From an optimization exercise on the open Yosys and OpenROAD flow, aimed at small area; shortcuts taken in it are not production practice.
The RTL was checked by simulation tests, not by an equivalence proof against the original design.
No run shown here takes its clock network from TritonCTS; it comes from the design's own scripts or RTL.
The flow treats the clock pin as an ideal source. Dropping or thinning the clock tree relies on that and would not hold on a real chip.
No activity file was given, so power comes from the tool's default toggle rates.

**flow/flow/post_cts.tcl**
```tcl
# Sourced as POST_CTS_TCL by ORFS's cts.tcl, after its legalisation and
# timing repair: a leaf clock buffer whose flip-flop clock pins would see
# too slow a slew is swapped for the next stronger clock buffer.
set limit [expr {[info exists ::env(CTS_SLEW_TARGET)] ? $::env(CTS_SLEW_TARGET) : 0.105}]
estimate_parasitics -placement
set changed 0
foreach c [get_cells clkbuf_leaf_*] {
  set x [get_pins -of_objects $c -filter "direction==output"]
  set mx 0
  foreach p [get_pins -of_objects [get_nets -of_objects $x] -filter "direction==input"] {
    set s [get_property $p slew_max]
    if {$s > $mx} { set mx $s }
  }
  if {$mx > $limit} {
    set m [get_property $c ref_name]
    set up [string map {clkbuf_8 clkbuf_16 clkbuf_4 clkbuf_8 clkbuf_2 clkbuf_4} $m]
    if {$up ne $m} {
      puts "post_cts: [get_name $c] slew [format %.3f $mx] > $limit: $m -> $up"
      replace_cell $c [get_lib_cells */$up]
      incr changed
    }
  }
}
if {$changed} {
  detailed_placement
  check_placement -verbose
  estimate_parasitics -placement
}
set mx 0
foreach p [get_pins -hierarchical */CLK] { set s [get_property $p slew_max]; if {$s > $mx} { set mx $s } }
puts "post_cts: max flip-flop clock slew [format %.3f $mx]"
```
**flow/flow/my_cts.tcl**
```tcl
# Sourced as PRE_CTS_TCL by ORFS's cts.tcl.
#
# 1. Combinational cells are set to their smallest drive strength (the
#    timing repair that cts.tcl and the later steps run sizes up again
#    where a path needs it).
#

set n 0
foreach inst [get_cells *] {
  set m [get_property $inst ref_name]
  if {[regexp {df|tap|buf|conb|fill|decap|diode|clkinv|dly} $m]} { continue }
  if {![regexp {^(sky130_fd_sc_hd__\w+)_([0-9]+)$} $m -> base d]} { continue }
  if {$d <= 1} { continue }
  set a [get_property [get_lib_cells */$m] area]
  foreach s {0 1} {
    set c [get_lib_cells -quiet */${base}_$s]
    if {$c ne "" && [get_property $c area] < $a} {
      replace_cell $inst $c
      incr n
      break
    }
  }
}
puts "downsize: $n cells"

set nleaf   [expr {[info exists ::env(CTS_NLEAF)] ? $::env(CTS_NLEAF) : 4}]
set leafbuf [expr {[info exists ::env(CTS_LEAFBUF)] ? $::env(CTS_LEAFBUF) : "sky130_fd_sc_hd__clkbuf_8"}]
set rootbuf [expr {[info exists ::env(CTS_ROOTBUF)] ? $::env(CTS_ROOTBUF) : ""}]

set db    [ord::get_db]
set block [ord::get_db_block]
set clk   [$block findNet clk]
$clk setSigType CLOCK

# sinks and their positions
set sinks {}
foreach it [$clk getITerms] {
  set inst [$it getInst]
  set box  [$inst getBBox]
  set x [expr {([$box xMin] + [$box xMax]) / 2.0}]
  set y [expr {([$box yMin] + [$box yMax]) / 2.0}]
  lappend sinks [list $it $x $y]
}
set n [llength $sinks]
puts "my_cts: $n clock sinks, $nleaf leaf buffers ($leafbuf)"

# clusters by recursive bisection: each set is cut across its longer side,
# in proportion to the number of leaves each part gets
proc bisect {items k} {
  if {$k <= 1} { return [list $items] }
  set xs {}; set ys {}
  foreach s $items { lappend xs [lindex $s 1]; lappend ys [lindex $s 2] }
  set xs [lsort -real $xs]; set ys [lsort -real $ys]
  set w [expr {[lindex $xs end] - [lindex $xs 0]}]
  set h [expr {[lindex $ys end] - [lindex $ys 0]}]
  set idx [expr {$w >= $h ? 1 : 2}]
  set sorted [lsort -real -index $idx $items]
  set k1 [expr {$k / 2}]
  set k2 [expr {$k - $k1}]
  set n [llength $sorted]
  set cut [expr {int(round(double($n) * $k1 / $k))}]
  return [concat [bisect [lrange $sorted 0 [expr {$cut - 1}]] $k1] \
                 [bisect [lrange $sorted $cut end] $k2]]
}
set idxd {}
set i 0
foreach s $sinks { lappend idxd [list $i [lindex $s 1] [lindex $s 2]]; incr i }
set groups [bisect $idxd $nleaf]
set assign [lrepeat $n 0]
set cx {}; set cy {}; set cnt {}
set k 0
foreach g $groups {
  set sx 0.0; set sy 0.0
  foreach s $g { lset assign [lindex $s 0] $k; set sx [expr {$sx + [lindex $s 1]}]; set sy [expr {$sy + [lindex $s 2]}] }
  lappend cx [expr {$sx / [llength $g]}]; lappend cy [expr {$sy / [llength $g]}]; lappend cnt [llength $g]
  incr k
}

# refinement: balanced k-means (each cluster at most ceil(n/k) sinks) from
# the bisection's centres; kept if its worst cluster is smaller, measured
# as sinks + 0.2 per um of bounding box half-perimeter
proc worst {sinks assign nleaf} {
  set w 0
  for {set k 0} {$k < $nleaf} {incr k} {
    set xs {}; set ys {}
    set i 0
    foreach s $sinks { if {[lindex $assign $i] == $k} { lappend xs [lindex $s 1]; lappend ys [lindex $s 2] }; incr i }
    if {[llength $xs] == 0} continue
    set xs [lsort -real $xs]; set ys [lsort -real $ys]
    set m [expr {[llength $xs] + 0.2e-3 * ([lindex $xs end] - [lindex $xs 0] + [lindex $ys end] - [lindex $ys 0])}]
    if {$m > $w} { set w $m }
  }
  return $w
}
set best_assign $assign
set best_w [worst $sinks $assign $nleaf]
puts "my_cts: bisection worst cluster [format %.1f $best_w]"
set cap [expr {int(ceil(double($n) / $nleaf))}]
set kassign $assign
for {set iter 0} {$iter < 30} {incr iter} {
  set cand {}
  set i 0
  foreach s $sinks {
    set ds {}
    for {set k 0} {$k < $nleaf} {incr k} {
      lappend ds [list $k [expr {abs([lindex $s 1] - [lindex $cx $k]) + abs([lindex $s 2] - [lindex $cy $k])}]]
    }
    set ds [lsort -real -index 1 $ds]
    lappend cand [list $i $ds [expr {[lindex $ds 1 1] - [lindex $ds 0 1]}]]
    incr i
  }
  set cand [lsort -real -decreasing -index 2 $cand]
  set kc [lrepeat $nleaf 0]
  set new [lrepeat $n 0]
  foreach c $cand {
    foreach d [lindex $c 1] {
      set k [lindex $d 0]
      if {[lindex $kc $k] < $cap} { lset kc $k [expr {[lindex $kc $k] + 1}]; lset new [lindex $c 0] $k; break }
    }
  }
  set sx [lrepeat $nleaf 0.0]; set sy [lrepeat $nleaf 0.0]
  set i 0
  foreach s $sinks {
    set k [lindex $new $i]
    lset sx $k [expr {[lindex $sx $k] + [lindex $s 1]}]; lset sy $k [expr {[lindex $sy $k] + [lindex $s 2]}]
    incr i
  }
  for {set k 0} {$k < $nleaf} {incr k} {
    if {[lindex $kc $k] > 0} { lset cx $k [expr {[lindex $sx $k] / [lindex $kc $k]}]; lset cy $k [expr {[lindex $sy $k] / [lindex $kc $k]}] }
  }
  set w [worst $sinks $new $nleaf]
  if {$w < $best_w} { set best_w $w; set best_assign $new; set best_cx $cx; set best_cy $cy; set best_cnt $kc }
  if {$new eq $kassign} break
  set kassign $new
}
if {$best_assign ne $assign} {
  set assign $best_assign; set cx $best_cx; set cy $best_cy; set cnt $best_cnt
  puts "my_cts: k-means refinement kept, worst cluster [format %.1f $best_w]"
}
puts "my_cts: cluster sizes $cnt"

# the tree
set lmaster [$db findMaster $leafbuf]
set src $clk
if {$rootbuf ne ""} {
  set rmaster [$db findMaster $rootbuf]
  set rinst [odb::dbInst_create $block $rmaster "clkbuf_root"]
  set rnet  [odb::dbNet_create $block "clknet_root"]
  $rnet setSigType CLOCK
  [$rinst findITerm A] connect $clk
  [$rinst findITerm X] connect $rnet
  set rx 0.0; set ry 0.0
  for {set k 0} {$k < $nleaf} {incr k} { set rx [expr {$rx + [lindex $cx $k]}]; set ry [expr {$ry + [lindex $cy $k]}] }
  $rinst setLocation [expr {int($rx / $nleaf)}] [expr {int($ry / $nleaf)}]
  $rinst setPlacementStatus PLACED
  set src $rnet
}
set nets {}
for {set k 0} {$k < $nleaf} {incr k} {
  set inst [odb::dbInst_create $block $lmaster "clkbuf_leaf_$k"]
  set net  [odb::dbNet_create $block "clknet_leaf_$k"]
  $net setSigType CLOCK
  lappend nets $net
  $inst setLocation [expr {int([lindex $cx $k])}] [expr {int([lindex $cy $k])}]
  $inst setPlacementStatus PLACED
}
set i 0
foreach s $sinks {
  set it [lindex $s 0]
  set net [lindex $nets [lindex $assign $i]]
  $it disconnect
  $it connect $net
  incr i
}
for {set k 0} {$k < $nleaf} {incr k} {
  set inst [$block findInst "clkbuf_leaf_$k"]
  [$inst findITerm A] connect $src
  [$inst findITerm X] connect [lindex $nets $k]
}

# skip TritonCTS; the rest of cts.tcl runs on this tree
proc clock_tree_synthesis {args} {
  puts "my_cts: TritonCTS skipped"
  set_propagated_clock [all_clocks]
}
```
**flow/design.v**
```verilog
module dht_fa (
    input  wire a,
    input  wire b,
    input  wire c,
    output wire s,
    output wire co
);
    assign s  = a ^ b ^ c;
    assign co = (a & b) | (a & c) | (b & c);
endmodule
module dht_ha (
    input  wire a,
    input  wire b,
    output wire s,
    output wire co
);
    assign s  = a ^ b;
    assign co = a & b;
endmodule
module dht_incc #(parameter integer W = 8) (
    input  wire [W-1:0] q,
    input  wire         ci,
    output wire [W-1:0] y
);
    wire [W:0] c;
    assign c[0] = ci;
    genvar i;
    generate
        for (i = 0; i < W - 1; i = i + 1) begin : g
            dht_ha u (.a(q[i]), .b(c[i]), .s(y[i]), .co(c[i+1]));
        end
    endgenerate
    assign y[W-1] = q[W-1] ^ c[W-1];
endmodule
module dht_horner (
    input  wire [7:0] acc,
    input  wire [2:0] n,
    output wire [7:0] y
);
    wire [8:2] k;
    assign y[0] = n[0];
    dht_ha u1 (.a(acc[0]), .b(n[1]), .s(y[1]), .co(k[2]));
    dht_fa u2 (.a(acc[1]), .b(n[2]), .c(k[2]), .s(y[2]), .co(k[3]));
    genvar i;
    generate
        for (i = 3; i < 7; i = i + 1) begin : g
            dht_ha u (.a(acc[i-1]), .b(k[i]), .s(y[i]), .co(k[i+1]));
        end
    endgenerate
    assign y[7] = acc[6] ^ k[7];
endmodule
module dht_pop4 (
    input  wire [3:0] t,
    output wire [2:0] n
);
    wire s, c0, c1;
    dht_fa u0 (.a(t[0]), .b(t[1]), .c(t[2]), .s(s), .co(c0));
    dht_ha u1 (.a(s), .b(t[3]), .s(n[0]), .co(c1));
    dht_ha u2 (.a(c0), .b(c1), .s(n[1]), .co(n[2]));
endmodule
module dht_x10 (
    input  wire [7:0]  x,
    output wire [11:0] y
);
    wire [8:0] c;
    assign y[0] = 1'b0;
    assign y[1] = x[0];
    assign y[2] = x[1];
    dht_ha u0 (.a(x[0]), .b(x[2]), .s(y[3]), .co(c[1]));
    genvar i;
    generate
        for (i = 1; i < 6; i = i + 1) begin : g
            dht_fa u (.a(x[i]), .b(x[i+2]), .c(c[i]), .s(y[i+3]), .co(c[i+1]));
        end
    endgenerate
    dht_ha u6 (.a(x[6]), .b(c[6]), .s(y[9]), .co(c[7]));
    dht_ha u7 (.a(x[7]), .b(c[7]), .s(y[10]), .co(y[11]));
endmodule
module dht_xnor (
    input  wire a,
    input  wire b,
    output wire y
);
    assign y = !(a ^ b);
endmodule
module dht_and (
    input  wire a,
    input  wire b,
    output wire y
);
    assign y = a & b;
endmodule
module dht_ninc #(parameter integer W = 8) (
    input  wire [W-1:0] q,
    output wire [W-1:0] ny
);
    wire [W:0] c;
    assign c[0] = 1'b1;
    assign ny[0] = q[0];
    assign c[1] = q[0];
    genvar i;
    generate
        for (i = 1; i < W; i = i + 1) begin : g
            dht_xnor u (.a(q[i]), .b(c[i]), .y(ny[i]));
            dht_and v (.a(q[i]), .b(c[i]), .y(c[i+1]));
        end
    endgenerate
endmodule
module dht_rate (
    input  wire [21:0] nnow,
    input  wire [21:0] last,
    output wire        lt
);
    localparam [21:0] MIN_PERIOD = 22'd3000000;    
    wire [22:6] c;
    wire [21:6] e;                                 
    wire [22:6] l;
    wire [6:0] lc;
    assign lc[0] = 1'b0;
    genvar i;
    generate
        for (i = 0; i < 6; i = i + 1) begin : gl
            assign lc[i+1] = (nnow[i] & last[i]) | (nnow[i] & lc[i]) | (last[i] & lc[i]);
        end
    endgenerate
    assign c[6] = lc[6];
    assign l[6] = 1'b0;
    generate
        for (i = 6; i < 22; i = i + 1) begin : g
            dht_fa u (.a(nnow[i]), .b(last[i]), .c(c[i]), .s(e[i]), .co(c[i+1]));
            if (MIN_PERIOD[i]) begin : g1
                assign l[i+1] = e[i] | l[i];
            end else begin : g0
                assign l[i+1] = e[i] & l[i];
            end
        end
    endgenerate
    assign lt = l[22];
endmodule
module dht_neg (
    input  wire [14:0] mag,
    input  wire        neg,
    output wire [15:0] y
);
    wire [15:0] q;
    assign q[0] = 1'b0;
    genvar i;
    generate
        for (i = 0; i < 15; i = i + 1) begin : g
            assign y[i]   = mag[i] ^ q[i];
            assign q[i+1] = q[i] | (neg & mag[i]);
        end
    endgenerate
    assign y[15] = q[15];
endmodule
module dht_sel (
    input  wire       cv,
    input  wire [3:0] cmd_op,
    input  wire       variant,
    input  wire       last_ok_valid,
    input  wire       ph2,
    output wire       rsp_valid,
    output wire       s_res,
    output wire       s_dec0,
    output wire       s_hum1,
    output wire       s_temp1,
    output wire       s_frame,
    output wire       s_time,
    output wire       s_stat,
    output wire       s_statb
);
    wire ok  = cv & !cmd_op[3];
    wire okv = ok & last_ok_valid;
    assign rsp_valid = ok & (cmd_op[2:1] != 2'b00);
    assign s_res   = ok  & (cmd_op[2:0] == 3'd2);
    assign s_dec0  = okv & !variant & ((cmd_op[2:0] == 3'd3) | (cmd_op[2:0] == 3'd4));
    assign s_hum1  = okv & variant & (cmd_op[2:0] == 3'd3);
    assign s_temp1 = okv & variant & (cmd_op[2:0] == 3'd4);
    assign s_frame = okv & (cmd_op[2:0] == 3'd5);
    assign s_time  = okv & (cmd_op[2:0] == 3'd6);
    assign s_stat  = ok  & (cmd_op[2:0] == 3'd7);
    assign s_statb = s_stat & !ph2;      
endmodule
module dht_mux8 (
    input  wire       s,
    input  wire [7:0] a,
    input  wire [7:0] b,
    output wire [7:0] y
);
    assign y = s ? a : b;
endmodule
module dht_aor (
    input  wire        s_res,
    input  wire        s_dec0,
    input  wire        s_hum1,
    input  wire        s_temp1,
    input  wire        s_frame,
    input  wire        s_time,
    input  wire        s_stat,
    input  wire        s_statb,
    input  wire [2:0]  last_result,
    input  wire [11:0] x10,
    input  wire [15:0] temp1,
    input  wire [39:0] last_frame,
    input  wire [21:0] last_ok_time,
    input  wire [12:0] status_image,
    output wire [40:0] r
);
    assign r = ({41{s_res}}   & {38'd0, last_result}) |
               ({41{s_dec0}}  & {29'd0, x10}) |
               ({41{s_hum1}}  & {25'd0, last_frame[39:24]}) |
               ({41{s_temp1}} & {{25{temp1[15]}}, temp1}) |
               ({41{s_frame}} & {1'b0, last_frame}) |
               ({41{s_time}}  & {19'd0, last_ok_time}) |
               ({41{s_stat}}  & {35'd0, status_image[6:0]}) |
               ({41{s_statb}} & {28'd0, status_image[12:7], 7'd0});
endmodule
module dht_rsp (
    input  wire        cv,
    input  wire [3:0]  cmd_op,
    input  wire        variant,
    input  wire        last_ok_valid,
    input  wire [2:0]  last_result,
    input  wire [39:0] last_frame,
    input  wire [21:0] last_ok_time,
    input  wire [12:0] status_image,
    input  wire        ph2,
    output wire        rsp_valid,
    output wire [63:0] rsp_data
);
    wire s_res, s_dec0, s_hum1, s_temp1, s_frame, s_time, s_stat, s_statb;
    dht_sel u_sel (.cv(cv), .cmd_op(cmd_op), .variant(variant), .last_ok_valid(last_ok_valid),
                   .ph2(ph2), .rsp_valid(rsp_valid), .s_res(s_res), .s_dec0(s_dec0), .s_hum1(s_hum1),
                   .s_temp1(s_temp1), .s_frame(s_frame), .s_time(s_time), .s_stat(s_stat), .s_statb(s_statb));
    wire [7:0] x10_in;
    dht_mux8 u_xm (.s(cmd_op[0]), .a(last_frame[39:32]), .b(last_frame[23:16]), .y(x10_in));
    wire [11:0] x10;
    dht_x10 u_x10 (.x(x10_in), .y(x10));
    wire [15:0] temp1;
    dht_neg u_neg (.mag(last_frame[22:8]), .neg(last_frame[23]), .y(temp1));
    wire [40:0] r;
    dht_aor u_aor (.s_res(s_res), .s_dec0(s_dec0), .s_hum1(s_hum1), .s_temp1(s_temp1),
                   .s_frame(s_frame), .s_time(s_time), .s_stat(s_stat), .s_statb(s_statb),
                   .last_result(last_result), .x10(x10), .temp1(temp1), .last_frame(last_frame),
                   .last_ok_time(last_ok_time), .status_image(status_image), .r(r));
    assign rsp_data = {{23{r[40]}}, r};
endmodule
module dhtdec (
    input  wire        clk,
    input  wire        rst,         
    input  wire        variant,     
    input  wire        pin_i,       
    output wire        pin_o,
    output wire        pin_oe,
    output wire        pin_pu,
    input  wire        cmd_valid,
    input  wire [3:0]  cmd_op,
    output wire [1:0]  cmd_ack,
    output wire        rsp_valid,
    output wire [63:0] rsp_data,
    output wire        done_valid,
    output wire [2:0]  done_code,
    output wire        busy
);
    localparam [6:0] TP = 7'b0101010;
    localparam [6:0] T0 = 7'b0111011;
    reg [3:0]  phase;
    reg [6:0]  tq;
    reg [7:0]  thi;
    reg [31:0] bits;
    reg [7:0]  acc;
    reg        mism;
    reg [2:0]  last_result;
    reg [39:0] last_frame;
    reg [21:0] last_ok_time;
    reg        last_ok_valid;
    reg        rate_limited;
    reg [21:0] now;
    wire [6:0] t = tq ^ TP;
    wire [5:0] bitidx = thi[5:0];      
    wire idle   = (phase == 4'd0);
    wire ph1    = (phase == 4'd1);
    wire ph2    = (phase == 4'd2);
    wire ph3    = (phase == 4'd3);
    wire ph4    = (phase == 4'd4);
    wire ph5    = (phase == 4'd5);
    wire ph6    = (phase == 4'd6);
    wire ph7    = (phase == 4'd7);
    wire ph8    = (phase == 4'd8);
    wire ph9    = (phase == 4'd9);
    wire ph10   = (phase == 4'd10);
    wire t_29  = t[0] & t[3] & !t[4] & t[5] & !t[6];
    wire t_39  = !t[0] & !t[2] & !t[4];
    wire t_40  = t[0] & !t[3] & !t[5];
    wire t_100 = !t[0] & !t[1] & !t[2] & !t[3] & !t[5] & !t[6];
    wire t_75  = !t[1] & !t[2] & !t[4] & !t[6];
    wire t_50  = !t[2] & t[3] & !t[4] & !t[6];
    wire t_92  = !t[0] & !t[1] & !t[4] & !t[5] & !t[6];
    wire t_94  = !t[0] & !t[1] & !t[2] & !t[3] & !t[6];
    wire wrap  = (t == 7'b0011101);                  
    wire t_low11 = thi[7] & thi[3] & thi[2] & thi[0] & t_92;
    wire t_low22 = thi[3] & thi[2] & thi[1] & thi[0] & t_94;
    wire hit_low  = variant ? t_low22 : t_low11;
    wire is_wait  = ph4 | ph5 | ph6 | ph7 | ph9;
    wire wait_lvl = ph4 | ph6 | ph9;
    wire exit_w   = is_wait & (pin_i != wait_lvl);
    wire hit      = ph1 |
                    (ph2 & hit_low) |
                    (ph3 & t_29) |
                    (ph4 & t_40) |
                    ((ph5 | ph6) & t_100) |
                    (ph7 & t_75) |
                    (ph8 & t_39) |
                    (ph9 & t_50);
    wire timed    = ph1 | ph2 | ph3 | ph8;
    wire adv_t    = timed & hit;
    wire fail     = is_wait & !exit_w & hit;
    wire last_bit = bitidx[5] & bitidx[2] & bitidx[1] & bitidx[0];    
    wire sample   = ph8 & hit;
    wire       rot = ph8 & bitidx[5] & (bitidx[2:0] == 3'd0) & !t[1] & !t[6];
    wire [2:0] pop;
    dht_pop4 u_pop (.t({bits[31], bits[23], bits[15], bits[7]}), .n(pop));
    wire [2:0] acc_n = rot ? pop : {2'b00, acc[7]};
    wire [7:0] acc_next;
    dht_horner u_hor (.acc(acc), .n(acc_n), .y(acc_next));
    wire bad_bit = pin_i ^ acc[7];
    wire [21:0] nnow_inc;                           
    dht_ninc #(.W(22)) u_ninc (.q(now), .ny(nnow_inc));
    wire lt_next;
    dht_rate u_rate (.nnow(nnow_inc), .last(last_ok_time), .lt(lt_next));
    wire        cv       = cmd_valid & !rst;
    wire        read_cmd = cmd_valid & (cmd_op == 4'd1);
    wire        start    = read_cmd & idle & !rate_limited;
    wire        cmd_done = cv & (cmd_op == 4'd1) & idle & rate_limited;
    wire        csum_ok  = !mism;
    wire        seq_done = fail | ph10;
    wire        commit   = ph10 & csum_ok;
    wire [2:0]  seq_code = ph10 ? (csum_ok ? 3'd0 : 3'd5) :
                           ph4 ? 3'd1 : ph5 ? 3'd2 : ph6 ? 3'd3 : 3'd4;
    reg [3:0] phase_n;
    always @(*) begin
        case (phase)
            4'd0:    phase_n = start ? 4'd1 : 4'd0;
            4'd1:    phase_n = 4'd2;
            4'd2:    phase_n = hit ? 4'd3 : 4'd2;
            4'd3:    phase_n = hit ? 4'd4 : 4'd3;
            4'd4:    phase_n = exit_w ? 4'd5 : hit ? 4'd0 : 4'd4;
            4'd5:    phase_n = exit_w ? 4'd6 : hit ? 4'd0 : 4'd5;
            4'd6:    phase_n = exit_w ? 4'd7 : hit ? 4'd0 : 4'd6;
            4'd7:    phase_n = exit_w ? 4'd8 : hit ? 4'd0 : 4'd7;
            4'd8:    phase_n = hit ? 4'd9 : 4'd8;
            4'd9:    phase_n = exit_w ? (last_bit ? 4'd10 : 4'd7) : hit ? 4'd0 : 4'd9;
            default: phase_n = 4'd0;
        endcase
    end
    wire [7:0] thi_next;
    dht_incc #(.W(8)) u_hinc (.q(thi), .ci((ph2 & wrap) | (ph9 & exit_w & !last_bit)), .y(thi_next));
    wire [6:0] t_n = (idle | adv_t | exit_w) ? T0 : {t[5:0], t[0] ^ t[6]};
    always @(posedge clk) begin
        tq <= t_n ^ TP;
        if ((sample & !bitidx[5]) | rot) bits <= {bits[30:0], rot ? bits[31] : pin_i};
        if (rot | (sample & bitidx[5]))  acc <= acc_next;
        if (sample & bitidx[5])  mism <= bad_bit | (mism & (bitidx[2:0] != 3'd0));
        if (commit) begin
            last_frame   <= {bits[7:0], bits[31:8], acc};
            last_ok_time <= now;
        end
        if (rst) begin
            phase         <= 4'd0;
            thi           <= 8'd0;
            last_result   <= 3'd0;
            last_ok_valid <= 1'b0;
            rate_limited  <= 1'b0;
            now           <= 22'd0;
        end else begin
            now    <= ~nnow_inc;
            phase  <= phase_n;
            thi    <= (seq_done | (ph2 & hit)) ? 8'd0 : thi_next;
            if (seq_done)
                last_result <= seq_code;
            if (commit)
                last_ok_valid <= 1'b1;
            rate_limited <= commit | (last_ok_valid & lt_next);
        end
    end
    dht_rsp u_rsp (.cv(cv), .cmd_op(cmd_op), .variant(variant), .last_ok_valid(last_ok_valid),
                   .last_result(last_result), .last_frame(last_frame), .last_ok_time(last_ok_time),
                   .status_image({bitidx, phase, variant, last_ok_valid, !idle}), .ph2(ph2),
                   .rsp_valid(rsp_valid), .rsp_data(rsp_data));
    assign cmd_ack = !cv ? 2'd0 :
                     cmd_op[3] ? 2'd3 :
                     ((cmd_op[2:0] == 3'd1) & !idle) ? 2'd2 : 2'd1;
    assign done_valid = !rst & (seq_done | cmd_done);
    assign done_code  = rst ? 3'd0 : seq_done ? seq_code : cmd_done ? last_result : 3'd0;
    assign pin_oe = ph1 | ph2 | ph3;
    assign pin_o  = !ph2;
    assign pin_pu = 1'b1;
    assign busy   = !idle;
endmodule
```
**flow/constraint.sdc**
```tcl
create_clock -name core_clock -period 10.0 [get_ports {clk}]
set_input_delay 2.0000 -clock core_clock [delete_from_list [all_inputs] [get_ports {clk}]]
set_output_delay 2.0000 -clock core_clock [all_outputs]
set_load 0.01 [all_outputs]
```
**flow/flow/run.sh**
```bash
#!/bin/bash
# Own layout flow: the standard ORFS flow (standard.sh, with its
# standard synthesis), with these changes:
#  - ports get the smallest buffer (buf_1) instead of ORFS's pick;
#  - before clock tree synthesis, combinational cells are set to their
#    smallest size (the later timing repair sizes up where needed);
#  - the clock tree is built by flow/my_cts.tcl (one root buffer and
#    CTS_NLEAF leaf buffers over location clusters of the flip-flops) in
#    place of TritonCTS, and flow/post_cts.tcl strengthens any leaf buffer
#    whose flip-flops would see a clock slew above CTS_SLEW_TARGET (ns).
# The output of the whole flow goes to standard.log here; each ORFS step
# also keeps its own log under orfs/logs/.
set -euo pipefail
export BUFFER_PORTS_ARGS="-buffer_cell sky130_fd_sc_hd__buf_1"
export PRE_CTS_TCL="$PWD/flow/my_cts.tcl"
export POST_CTS_TCL="$PWD/flow/post_cts.tcl"
export CTS_NLEAF=8
export CTS_LEAFBUF=sky130_fd_sc_hd__clkbuf_8
export CTS_ROOTBUF=sky130_fd_sc_hd__clkbuf_8
export CTS_SLEW_TARGET=0.118
bash standard.sh > standard.log 2>&1
```
**flow/standard.sh**
```bash
#!/bin/bash
# synth_recipe.tcl (not shown) runs the flow's synth.tcl, then flattens the netlist and writes it again
# the make line also repeats each setting of config.mk as NAME=value (left out here)
make -C /OpenROAD-flow-scripts/flow DESIGN_CONFIG=/design/flow/config.mk WORK_HOME=/design/flow/orfs CLKGATE_MAP_FILE= SYNTH_SCRIPT=/design/flow/synth_recipe.tcl "${@:-finish}"
```
**flow/config.mk**
```make
export PLATFORM = sky130hd
export DESIGN_NAME = dhtdec
export DESIGN_NICKNAME = dhtdec
export VERILOG_FILES = /design/flow/design.v
export SDC_FILE = /design/flow/constraint.sdc
export NUM_CORES = 4
export LEC_CHECK = 0
export CAP_MARGIN = 5
export CORE_MARGIN = 2
export CORE_UTILIZATION = 55
export PLACE_DENSITY = 0.85
export SLEW_MARGIN = 5
export SYNTH_HIERARCHICAL = 1
```
==> results.json, run 1 <==
{
  "status": "no timing/DRC/antenna violations",
  "dp_cells": 868,
  "syn_to_final_growth_pct": 3.08,
  "dpl-instance-area_mm2": 0.00789,
  "start_util": 0.558,
  "multiInputGateArea_mm2": 0.00315,
  "coreArea_mm2": 0.0138,
  "rsz0062_at_grt": "false",
  "crit_required_ns": 10.30,
  "fin_area_mm2": 0.00792,
  "grt_max_degree": 65,
  "path_common_cell": "fa_1",
  "routabilityCongestion": 0.926,
  "clkTransAtPathRegs_ns": 0.11,
  "vias": 5292,
  "first_pass_iters": 5,
  "ys_seq_area_frac": 0.523,
  "avgViaCountPerCell": 6.03,
  "fp-row-count": 43,
  "fmax_mhz": 118,
  "path_class": "register to register",
  "swShare": 0.200,
  "period_minus_slack_ns": 8.50,
  "instances_no_fill": 877,
  "antenna_found_initial": 0,
  "ant_nets": 0,
  "worstSkewPairLatency_ns": 0.40,
  "cp_slowest_cell": "fa_1",
  "synth-edff-count": 103,
  "leakage_nw": 2.65,
  "wl_mm": 16.9,
  "grt_pass1_wl_mm": 26.3,
  "synth_nets": 708,
  "synth_top_family_by_area": "simple AND/OR/NAND/NOR gates",
  "diodes": 0,
  "syn_inst": 659,
  "die-area_mm2": 0.0149,
  "synth_adder_area_share": 0.0877,
  "p_comb_frac": 0.027,
  "drv_slew": 0,
  "hpwl_mm": 12.4,
  "synthMuxAreaShare": 0.0199,
  "p_int_w": 0.000751,
  "wl_per_cell_um": 19.3,
  "io_buffer_count": 82,
  "grt_overflow": 0,
  "synthesis.area_mm2": 0.00768,
  "synth_compound_area_frac": 0.115,
  "die_width_um": 122,
  "synth-seq-cells": 149,
  "max_slew.worst_pin.slew_ns": 1.25,
  "regArea_mm2": 0.00401,
  "pwr_density_cell_mw_per_mm2": 119,
  "critPathLaunchType": "register",
  "synth_warnings": 7,
  "cap_viol_max_count": 0,
  "pwr-share-clk": 0.278,
  "finClkSkew_ns": 0.0298,
  "relSlewSlack": 0.161,
  "peakVddDrop_v": 0.000139,
  "end_kind": "register",
  "synth_ff_type": "edfxtp_1",
  "die_y_um": 122,
  "grt_pass1_vias": 5017,
  "yosys.area_share.xor_xnor": 0.0456,
  "seq_power_share": 0.696,
  "drt_first_iter_violations": 649,
  "crit_arrival_ns": 8.80,
  "fill_cells": 1152,
  "hp-class": "register to register",
  "io_pins": 84,
  "grt_usage": 0.222,
  "p_switching_w": 0.000188,
  "drive_above_1_share": 0.0359,
  "synth_area_per_cell_um2": 11.7,
  "setup_viol": 0,
  "slowest_delay_ns": 0.48,
  "drcViolationCount": 0,
  "synth_cell_types": 74,
  "nets": 748,
  "synth-simple-area-share": 0.153,
  "post-route-period-util": 0.850,
  "hold_viol": 0,
  "async_reset_ff_frac": 0,
  "fin_setup_tns_ns": 0,
  "crit_fanout": 5
}
-- state kept, by name, indices dropped and copies added (netlist names) --
name           count
last_frame        40
bits              32
last_ok_time      22
now               22
acc                8
thi                8
tq                 7
phase              4
last_result        3
last_ok_valid      1
mism               1
rate_limited       1
-- layout make-up --
| class | count | share of cell area |
|---|---|---|
| Multi-Input combinational cell | 441 | 0.398 |
| Inverter | 10 | 0.00474 |
| Sequential cell | 149 | 0.507 |
| Timing Repair Buffer | 88 | 0.0446 |
| Buffer | 9 | 0.0171 |
| Tap cell | 180 | 0.0285 |
-- critical path: cells and delay by family, from the launching register on --
family | cells | cell delay, ns
fa+ha+maj | 16 | 6.32
simple gates | 5 | 0.87
xor+xnor | 1 | 0.13
compound gates | 4 | 0.64
flops | 1 | 0.42
-- modules after synthesis (local to each module, per instance), excerpt --
module | cells | flops+latches | times used | area [um^2]
dhtdec | 337 | 149 | 1 | 5120
dht_and | 1 | 0 | 20 | 6.26
dht_ha | 1 | 0 | 17 | 12.5
dht_x10 | 4 | 0 | 1 | 26.3
dht_mux8 | 9 | 0 | 1 | 131
dht_fa | 1 | 0 | 23 | 20.0
dht_aor | 123 | 0 | 1 | 701
-- through the flow --
stage	util	hold WS, ns	setup WS, ns	total power, W
finish	0.575	0.441	1.50	0.000939
global route	0.575	0.471	1.14	0.000968
detailed placement	0.573	0.431	1.51	0.000693
global placement	0.573	0.417	1.77	0.000691
floorplan	-	0.396	1.94	0.000686
-- synthesized netlist by cell type, types with 5 or more instances --
| cell type | n | area share |
|---|---|---|
| clkbuf_1 | 12 | 0.0059 |
| nand3_1 | 23 | 0.015 |
| nand2_1 | 65 | 0.032 |
| o21ai_0 | 14 | 0.0091 |
| nand2b_1 | 10 | 0.0081 |
| nor2b_1 | 7 | 0.0057 |
| fa_1 | 23 | 0.060 |
| a21oi_1 | 9 | 0.0059 |
| a22oi_1 | 46 | 0.045 |
| xnor2_1 | 38 | 0.043 |
| nor2_1 | 52 | 0.025 |
| buf_4 | 31 | 0.030 |
| dfxtp_1 | 46 | 0.12 |
| edfxtp_1 | 103 | 0.40 |
| a31oi_1 | 5 | 0.0041 |
| mux2_4 | 8 | 0.016 |
| nor3_1 | 9 | 0.0059 |
| inv_1 | 8 | 0.0039 |
| buf_2 | 12 | 0.0078 |
| o31ai_1 | 5 | 0.0049 |
| and2_1 | 30 | 0.024 |
| ha_1 | 17 | 0.028 |
-- final timing paths --
| kind | start | end | slack (ns) | depth (start not counted) |
|---|---|---|---|---|
| worst max-delay path | now[0] | rate_limited | 1.50 | 26 |
| worst min-delay path | tq[1] | tq[2] | 0.44 | 1 |
| worst max register to register | now[0] | rate_limited | 1.50 | 26 |
| worst min register to register | tq[1] | tq[2] | 0.44 | 1 |
-- metal layers --
layer  global-route usage  part of all wire
met5                    0                 0
met4               0.0388             0.022
met3               0.0304             0.090
met1                0.320              0.41
met2                0.368              0.48
-- kinds of logic (layout without fill, tap and decap cells) --
logic type	count (synthesis)	after routing
flops	149	149
other cells	2	2
simple gates	231	231
compound gates	117	117
fa+ha+maj	40	40
buf+inv	69	107
xor+xnor	40	40
mux	11	11
-- power by group through the flow --
stage / Combinational, W / Sequential (W) / Clock [W]
floorplan: 0.0000194 / 0.000667 / 0
finish: 0.0000250 / 0.000653 / 0.000261
global route: 0.0000271 / 0.000654 / 0.000288
detailed placement: 0.0000258 / 0.000668 / 0
global placement: 0.0000240 / 0.000667 / 0
-- cells in the final DEF, fill, tap and decap left out, types with 4 or more instances in the layout --
master / synthesis / routed
a222oi_1: 4 / 4
or3_1: 3 / 4
fa_1: 23 / 23
nand2_1: 65 / 67
buf_4: 31 / 6
o31ai_1: 5 / 5
mux2_1: 0 / 8
nor2_1: 52 / 52
inv_1: 8 / 8
ha_1: 17 / 17
nand2b_1: 10 / 10
buf_1: 0 / 82
dfxtp_1: 46 / 46
o21ai_0: 14 / 15
edfxtp_1: 103 / 103
nor4_1: 4 / 5
nand3_1: 23 / 23
and2_1: 30 / 30
clkbuf_8: 0 / 8
a21oi_1: 9 / 11
nand3b_1: 4 / 4
nor3_1: 9 / 9
nor2b_1: 7 / 7
a31oi_1: 5 / 5
o32ai_1: 2 / 4
xnor2_1: 38 / 38
a22oi_1: 46 / 46
==> run 2, diff against run 1 <==
--- a/flow/config.mk
+++ b/flow/config.mk
@@ -8,6 +8,6 @@
 export CAP_MARGIN = 5
 export CORE_MARGIN = 2
 export CORE_UTILIZATION = 55
-export PLACE_DENSITY = 0.85
+export PLACE_DENSITY = 0.75
 export SLEW_MARGIN = 5
 export SYNTH_HIERARCHICAL = 1
==> run 2 against run 1 <==
  * Sequential share of layout area increased by 0.056 points
  * Via count is 0.32% higher
  * Largest cell class unchanged
  * Worst setup slack got worse by 0.074 ns
  * Still clean
  * Utilization decreased by 0.064 points
  * Routed wire length is 3.4% higher
  * Critical path depth did not move
  * Fmax shrank 0.86%
  * Sequential power barely moved
  * Clock power fell by 4%
  * Global-route usage is 0.94 points higher
==> results.json, run 2 <==
{
  "fill_cells": 1191,
  "status": "no timing/DRC/antenna violations",
  "first_pass_iters": 6,
  "die-area_mm2": 0.0149,
  "synth_largest_type_area_fraction": 0.403,
  "coreArea_mm2": 0.0138,
  "finClkSkew_ns": 0.0115,
  "ys_top_cells_by_area": "edfxtp_1 (40%), dfxtp_1 (12%), fa_1 (6.0%), a22oi_1 (4.5%), xnor2_1 (4.3%)",
  "avgViaCountPerCell": 6.05,
  "synth_nets": 708,
  "cp_slowest_cell": "fa_1",
  "dp_cells": 868,
  "crit_buf_inv": 0,
  "instances_no_fill": 877,
  "io_pins": 84,
  "synth_common_cells": "edfxtp_1 (103), nand2_1 (65), nor2_1 (52)",
  "grt_pass1_wl_mm": 27.2,
  "wl_mm": 17.5,
  "crit_arrival_ns": 8.88,
  "most-common-layout-cells": "edfxtp_1 (103), buf_1 (82), nand2_1 (67), nor2_1 (51)",
  "synth-seq-cells": 149,
  "fin_setup_tns_ns": 0,
  "post-route-period-util": 0.857,
  "wl_per_cell_um": 19.9,
  "rsz0062_at_grt": "false",
  "leakage_nw": 2.65,
  "cp_top_family": "adder cells",
  "peakVddDrop_v": 0.000149,
  "path_common_cell": "fa_1",
  "routabilityCongestion": 0.889,
  "end_kind": "register",
  "io_buffer_count": 82,
  "relSlewSlack": 0.157,
  "worstSkewPairLatency_ns": 0.41,
  "grt_usage": 0.232,
  "fp-row-count": 43,
  "r2r_slack_ns": 1.43,
  "max_flop_register": "last_frame",
  "syn_inst": 659,
  "path_class": "register to register",
  "worst-path-stages": 26,
  "reg_top3": "last_frame (40), bits (32)",
  "nets": 748,
  "worstHoldPathCells": 1,
  "grt_max_degree": 65,
  "hpwl_mm": 13.0,
  "drcViolationCount": 0,
  "ys_seq_area_frac": 0.523,
  "die_y_um": 122,
  "synth_ff_type": "edfxtp_1",
  "ant_nets": 0,
  "cap_viol_max_count": 0,
  "drive_above_1_share": 0.0373,
  "async_reset_ff_frac": 0,
  "synth_warnings": 7,
  "crit_required_ns": 10.31,
  "setup_viol": 0,
  "max_slew.worst_pin.slew_ns": 1.26,
  "clkTransAtPathRegs_ns": 0.11,
  "hp-class": "register to register",
  "synth-edff-count": 103,
  "hold_viol": 0,
  "syn_to_final_growth_pct": 2.97,
  "synth_area_per_cell_um2": 11.7,
  "start_util": 0.558,
  "drv_slew": 0,
  "r2r.worst_path.cells": 26,
  "synth_cell_types": 74,
  "largest_reg_flops": 40,
  "antenna_found_initial": 0,
  "diodes": 0,
  "fmax_mhz": 117,
  "critPathLaunchType": "register",
  "die_width_um": 122,
  "synth_top_cell_by_area": "edfxtp_1",
  "vias": 5309,
  "grt_overflow": 0,
  "crit_fanout": 5,
  "slowest_delay_ns": 0.47,
  "pwr_density_cell_mw_per_mm2": 117,
  "layout_commonest_cell": "edfxtp_1",
  "synthesis.area_mm2": 0.00768,
  "drt_first_iter_violations": 534,
  "synth.most_common_cell": "edfxtp_1",
  "period_minus_slack_ns": 8.57,
  "grt_pass1_vias": 5157,
  "utilization": 0.574
}
[run 2: cell count changes in the layout (fill, tap and decap cells not counted)]
cell	previous run	this run
clkbuf_16	1	0
clkbuf_8	8	9
nor2_1	52	51
nor2_2	0	1
o21ai_0	15	14
o21ai_1	1	2
[run 2: worst paths after layout]
| kind | startpoint | end |
|---|---|---|
| setup reg to reg | now[0] | rate_limited |
| hold / removal | tq[1] | tq[2] |
| hold reg to reg | tq[1] | tq[2] |
| setup / recovery | now[0] | rate_limited |
[run 2: layout make-up]
type	count	area [um^2]	share of cell area
multi-input cells	441	3150	0.399
well taps	180	225	0.0285
repair buffers	88	353	0.0446
flip-flops and latches	149	4010	0.508
inverters	10	37.5	0.00475
plain buffers	9	124	0.0157
[run 2: stage by stage]
step | total power [W] | worst slack [ns] | hold slack, ns | instance area [um^2]
after floorplan | 0.000686 | 1.94 | 0.396 | 7680
after global placement | 0.000691 | 1.76 | 0.421 | 7890
after detailed placement | 0.000693 | 1.42 | 0.431 | 7890
after global routing | 0.000959 | 1.09 | 0.469 | 7910
final | 0.000928 | 1.43 | 0.447 | 7910
[run 2: per-module statistics from Yosys, one instance, submodules excluded, excerpt]
| module | cells | flops+latches | copies in the design | cell area (um^2) |
|---|---|---|---|---|
| dht_and | 1 | 0 | 20 | 6.26 |
| dht_aor | 123 | 0 | 1 | 701 |
| dht_fa | 1 | 0 | 23 | 20.0 |
| dht_ha | 1 | 0 | 17 | 12.5 |
| dht_horner | 2 | 0 | 1 | 16.3 |
| dht_mux8 | 9 | 0 | 1 | 131 |
| dht_neg | 40 | 0 | 1 | 278 |
| dht_rate | 20 | 0 | 1 | 124 |
| dht_rsp | 23 | 0 | 1 | 173 |
| dht_sel | 18 | 0 | 1 | 109 |
| dht_x10 | 4 | 0 | 1 | 26.3 |
| dht_xnor | 1 | 0 | 21 | 8.76 |
| dhtdec | 337 | 149 | 1 | 5120 |
[run 2: per-layer routing]
| metal | up-vias | global-route usage | wire [um] |
|---|---|---|---|
| li1 | 2429 | - | - |
| met1 | 2631 | 0.318 | 7230 |
| met2 | 210 | 0.397 | 8710 |
| met3 | 39 | 0.0201 | 1000 |
| met4 | 0 | 0.0639 | 529 |
| met5 | - | 0 | 0 |
[run 2: power breakdown]
group          internal (W)  switching (W)
sequential         0.000652     0.00000171
clock             0.0000820       0.000169
combinational    0.00000859      0.0000155
[run 2: logic make-up (layout without fill, tap and decap cells)]
group,after synthesis,count (layout),share of synthesized area
AOI/OAI and AO/OA,117,117,0.115
xor gates and xnor gates,40,40,0.0456
adders and majority gates,40,40,0.0877
buffers and inverters,69,107,0.0547
DFF,149,149,0.523
muxes,11,11,0.0199
other,2,2,0.000978
and+or+nand+nor,231,231,0.153

## what the ideal ports hide
In the flow no input, the clock included, has a driving cell. The finished layouts below were timed again as built, in two steps. Step 1 (the two cells are an assumption about what drives the block):
set clk [get_ports {clk}]
set_driving_cell -lib_cell sky130_fd_sc_hd__clkbuf_16 $clk
set_driving_cell -lib_cell sky130_fd_sc_hd__buf_2 [delete_from_list [all_inputs] $clk]
Step 2 times the ports against the registers' clock, not the clock port: input delays grow and output delays shrink by t, the midpoint of the rising clock arrivals with the driver on. a / b / c = ideal / step 1 / step 2; a / b = the first two.
run	t, ns	setup slack, ns	worst data-port slew with drivers (ns)
run 1	0.421	1.504 / 1.504 / 1.504	0.03
run 2	0.437	1.430 / 1.430 / 1.430	0.03
After both steps every run listed still meets setup and hold.
